What follows belongs to an exercise in optimizing a design on an open flow for small area, a short achievable clock period and few clock cycles; a production flow would make more cautious choices. Where RTL was checked, it was by simulation tests only, not by an equivalence proof against the original. Power is estimated from default activity; no workload was simulated.

// bfx_core
module bfx_core (
    input  wire         clk,
    input  wire         rst,
    input  wire         cmd_valid,
    output wire         cmd_ready,
    input  wire [127:0] cmd_hdr,
    input  wire         pay_valid,
    output wire         pay_ready,
    input  wire [7:0]   pay_data,
    output wire         rsp_valid,
    input  wire         rsp_ready,
    output wire [7:0]   rsp_status,
    output wire [31:0]  rsp_value,
    output wire [31:0]  rsp_rlen,
    output wire         res_valid,
    input  wire         res_ready,
    output wire [7:0]   res_data
);
For scale: about 3200 cells after synthesis, ~370 flip-flops, about 230 I/O pins.
export LEC_CHECK = 0
export ABC_AREA = 1
export CAP_MARGIN = 10
export CORE_MARGIN = 2
export CORE_UTILIZATION = 40
export SETUP_SLACK_MARGIN = 5
export SLEW_MARGIN = 10
create_clock -name core_clock -period 10.0 [get_ports {clk}]
standard.sh (not shown) runs the stock make flow with config.mk's settings and CLKGATE_MAP_FILE= SYNTH_SCRIPT=/design/flow/synth_recipe.tcl, a recipe that flattens the netlist after the stock synthesis.
==> flow/flow/run.sh <==
#!/bin/bash
# Layout flow: the standard ORFS flow (same synthesis script, same
# config.mk and SDC) with these changes:
#  - port buffers of sky130_fd_sc_hd__buf_2 instead of the default pick;
#  - CTS without dummy loads;
#  - cap and slew margins of 10 percent.
set -euo pipefail
W=$PWD
make -C "$FLOW_HOME" DESIGN_CONFIG="$FLOW_CONFIG" WORK_HOME="$W/orfs" CLKGATE_MAP_FILE= \
    SYNTH_SCRIPT="$W/synth_recipe.tcl" ABC_AREA=1 CAP_MARGIN=10 CORE_MARGIN=2 \
    CORE_UTILIZATION=40 SETUP_SLACK_MARGIN=6 SLEW_MARGIN=10 \
    BUFFER_PORTS_ARGS="-buffer_cell sky130_fd_sc_hd__buf_2" \
    CTS_ARGS="-sink_clustering_enable -repair_clock_nets -dont_use_dummy_load" \
    finish > "$W/make_finish.log" 2>&1
: # left out here: write the final layout as DEF
Then changed:
==> flow/flow/run.sh (replaced) <==
#!/bin/bash
# Layout flow: the standard ORFS flow (same synthesis script, same
# config.mk and SDC) with these changes:
#  - port buffers of sky130_fd_sc_hd__buf_2 instead of the default pick;
#  - CTS without dummy loads.
set -euo pipefail
W=$PWD
make -C "$FLOW_HOME" DESIGN_CONFIG="$FLOW_CONFIG" WORK_HOME="$W/orfs" CLKGATE_MAP_FILE= \
    SYNTH_SCRIPT="$W/synth_recipe.tcl" ABC_AREA=1 CAP_MARGIN=20 CORE_MARGIN=2 \
    CORE_UTILIZATION=40 SETUP_SLACK_MARGIN=6 SLEW_MARGIN=20 \
    BUFFER_PORTS_ARGS="-buffer_cell sky130_fd_sc_hd__buf_2" \
    CTS_ARGS="-sink_clustering_enable -repair_clock_nets -dont_use_dummy_load" \
    finish > "$W/make_finish.log" 2>&1
: # left out here: write the final layout as DEF
CAP_MARGIN = 20   (was 10)
SLEW_MARGIN = 20   (was 10)
The new run completed without violations.
Power stays flat.
Via count stays flat.
Wire length is about the same.
No functional check of the RTL was part of any run of this note.

========
Another version of the RTL of bfx_core (not shown whole).
Size in the first run: ~2700 cells after synthesis, about 380 flip-flops, roughly 230 I/O pins.
Settings: LEC_CHECK=0, CAP_MARGIN=20, CORE_MARGIN=2, CORE_UTILIZATION=40, SETUP_SLACK_MARGIN=5, SLEW_MARGIN=20; clock period 10.0 ns.
==> flow/flow/run.sh <==
#!/bin/bash
# Layout flow: the standard ORFS flow (same synthesis script, same
# config.mk and SDC) with these changes:
#  - port buffers of sky130_fd_sc_hd__buf_2 instead of the default pick;
#  - CTS without dummy loads, from clkbuf_4 and clkbuf_8 cells;
#  - the speed script of ABC (ABC_AREA 0).
set -euo pipefail
W=$PWD
make -C "$FLOW_HOME" DESIGN_CONFIG="$FLOW_CONFIG" WORK_HOME="$W/orfs" CLKGATE_MAP_FILE= \
    SYNTH_SCRIPT="$W/synth_recipe.tcl" CAP_MARGIN=20 CORE_MARGIN=2 \
    CORE_UTILIZATION=40 SETUP_SLACK_MARGIN=6 SLEW_MARGIN=20 \
    BUFFER_PORTS_ARGS="-buffer_cell sky130_fd_sc_hd__buf_2" \
    CTS_ARGS="-sink_clustering_enable -repair_clock_nets -dont_use_dummy_load -buf_list {sky130_fd_sc_hd__clkbuf_4 sky130_fd_sc_hd__clkbuf_8}" \
    finish > "$W/make_finish.log" 2>&1
: # left out here: write the final layout as DEF
The starting point finished clean.
Next try:
--- a/flow/flow/run.sh
+++ b/flow/flow/run.sh
@@ -4,4 +4,3 @@
 #  - port buffers of sky130_fd_sc_hd__buf_2 instead of the default pick;
-#  - CTS without dummy loads, from clkbuf_4 and clkbuf_8 cells;
-#  - the speed script of ABC (ABC_AREA 0).
+#  - CTS without dummy loads, from clkbuf_4 and clkbuf_8 cells.
 set -euo pipefail
@@ -9,3 +8,3 @@
 make -C "$FLOW_HOME" DESIGN_CONFIG="$FLOW_CONFIG" WORK_HOME="$W/orfs" CLKGATE_MAP_FILE= \
-    SYNTH_SCRIPT="$W/synth_recipe.tcl" CAP_MARGIN=20 CORE_MARGIN=2 \
+    SYNTH_SCRIPT="$W/synth_recipe.tcl" ABC_AREA=1 CAP_MARGIN=20 CORE_MARGIN=2 \
     CORE_UTILIZATION=40 SETUP_SLACK_MARGIN=6 SLEW_MARGIN=20 \
--- a/flow/config.mk
+++ b/flow/config.mk
@@ -7,2 +7,3 @@
 export LEC_CHECK = 0
+export ABC_AREA = 1
 export CAP_MARGIN = 20
First-iteration DRC count falls by about 9%.
Synthesized area went down by 0.30%.
Die area hardly moves.
Total power shrinks by 2.0%.
Routed wire length falls by about 10%.
Count of clock-buffer cells in the layout increases by 7.
Function was not checked in any run of this note: the RTL went through the layout flow alone.

========
== R ==
Another version of the RTL of bfx_core (not shown whole).
Size: ~3300 cells after synthesis, roughly 380 flip-flops, roughly 27000 µm² of cells after synthesis.
clock: 10.0 ns
lec_check: 0
abc_area: 1
cap_margin: 20
core_margin: 2
core_utilization: 40
setup_slack_margin: 5
slew_margin: 20
==> flow/flow/run.sh <==
#!/bin/bash
# Layout flow: the standard ORFS flow (same synthesis script, same
# config.mk and SDC), run with a larger setup margin for ORFS's timing
# repair so that it keeps improving the paths beyond 5 ns of slack.
set -euo pipefail
W=$PWD
make -C "$FLOW_HOME" DESIGN_CONFIG="$FLOW_CONFIG" WORK_HOME="$W/orfs" CLKGATE_MAP_FILE= \
    SYNTH_SCRIPT="$W/synth_recipe.tcl" ABC_AREA=1 CAP_MARGIN=20 CORE_MARGIN=2 \
    CORE_UTILIZATION=40 SETUP_SLACK_MARGIN=6 SLEW_MARGIN=20 finish > "$W/make_finish.log" 2>&1
: # left out here: write the final layout as DEF
R: PASS, flow complete, no timing, DRC or antenna violations
Testbench counts of R, summed over its fixed seeds: cycles 18,829.
Input-level comparison between T and R:
==> flow/flow/run.sh <==
#!/bin/bash
# Layout flow: the standard ORFS flow (same synthesis script, same
# config.mk and SDC) with these changes:
#  - port buffers of sky130_fd_sc_hd__buf_2 instead of the default pick;
#  - CTS without dummy loads.
set -euo pipefail
W=$PWD
make -C "$FLOW_HOME" DESIGN_CONFIG="$FLOW_CONFIG" WORK_HOME="$W/orfs" CLKGATE_MAP_FILE= \
    SYNTH_SCRIPT="$W/synth_recipe.tcl" ABC_AREA=1 CAP_MARGIN=20 CORE_MARGIN=2 \
    CORE_UTILIZATION=40 SETUP_SLACK_MARGIN=6 SLEW_MARGIN=20 \
    BUFFER_PORTS_ARGS="-buffer_cell sky130_fd_sc_hd__buf_2" \
    CTS_ARGS="-sink_clustering_enable -repair_clock_nets -dont_use_dummy_load" \
    finish > "$W/make_finish.log" 2>&1
: # left out here: write the final layout as DEF
Results
On count of multi-input combinational gates, T tracks R almost exactly.
R → T: net load switching power went down by 8.3%; proportion of layout cells with a drive suffix above 1 went down by 0.53 points; number of cells in the finished layout apart from fillers went down by about 1.6%.
R reports its critical path's slowest cell as edfxtp_1 while T reports o21ai_1.
As far as top-level port count goes, R and T are indistinguishable; the numbers are identical.
R → T: global-route wire length before repair fell 5300 µm; global-route usage over all layers down 1.1 points; cell area after layout shrank by 6.8%; average routed wire per standard cell shows a reduction of 0.79 µm.
Compared R against T; synthesized-area fraction occupied by xor and xnor cells within noise.

static timing again, ports no longer ideal:
No port has a modelled driver above. Below, the same layouts with a new extraction and two added sets of constraints. Step 1, drivers: a clkbuf_16 drives clk and a buf_2 each remaining input, both assumed. Step 2, shift: input delay + t, output delay - t, t = (earliest + latest rising clock arrival at the registers) / 2. This alone moves slack from input paths to output paths. Three values: no drivers, after step 1, after step 2; two values: the first two.
| run | t (ns) | setup WS [ns] | slew at the worst register clock pin (ns) |
|---|---|---|---|
| the first run of note 1 | 0.620 | 5.920 / 5.920 / 5.442 | 0.06 / 0.06 |
| the second run of note 1 | 0.617 | 5.858 / 5.858 / 5.508 | 0.06 / 0.06 |
| the first run of note 2 | 0.706 | 5.802 / 5.802 / 5.308 | 0.07 / 0.07 |
| the second run of note 2 | 0.679 | 5.882 / 5.882 / 5.418 | 0.06 / 0.06 |
| R | 0.628 | 5.998 / 5.971 / 5.443 | 0.06 / 0.06 |
| T | 0.606 | 6.051 / 6.059 / 5.480 | 0.07 / 0.07 |
After both steps every run listed still meets setup and hold. The setup slack of T, which loses most, moves by +0.008 ns with the drivers and by -0.571 ns with both steps.
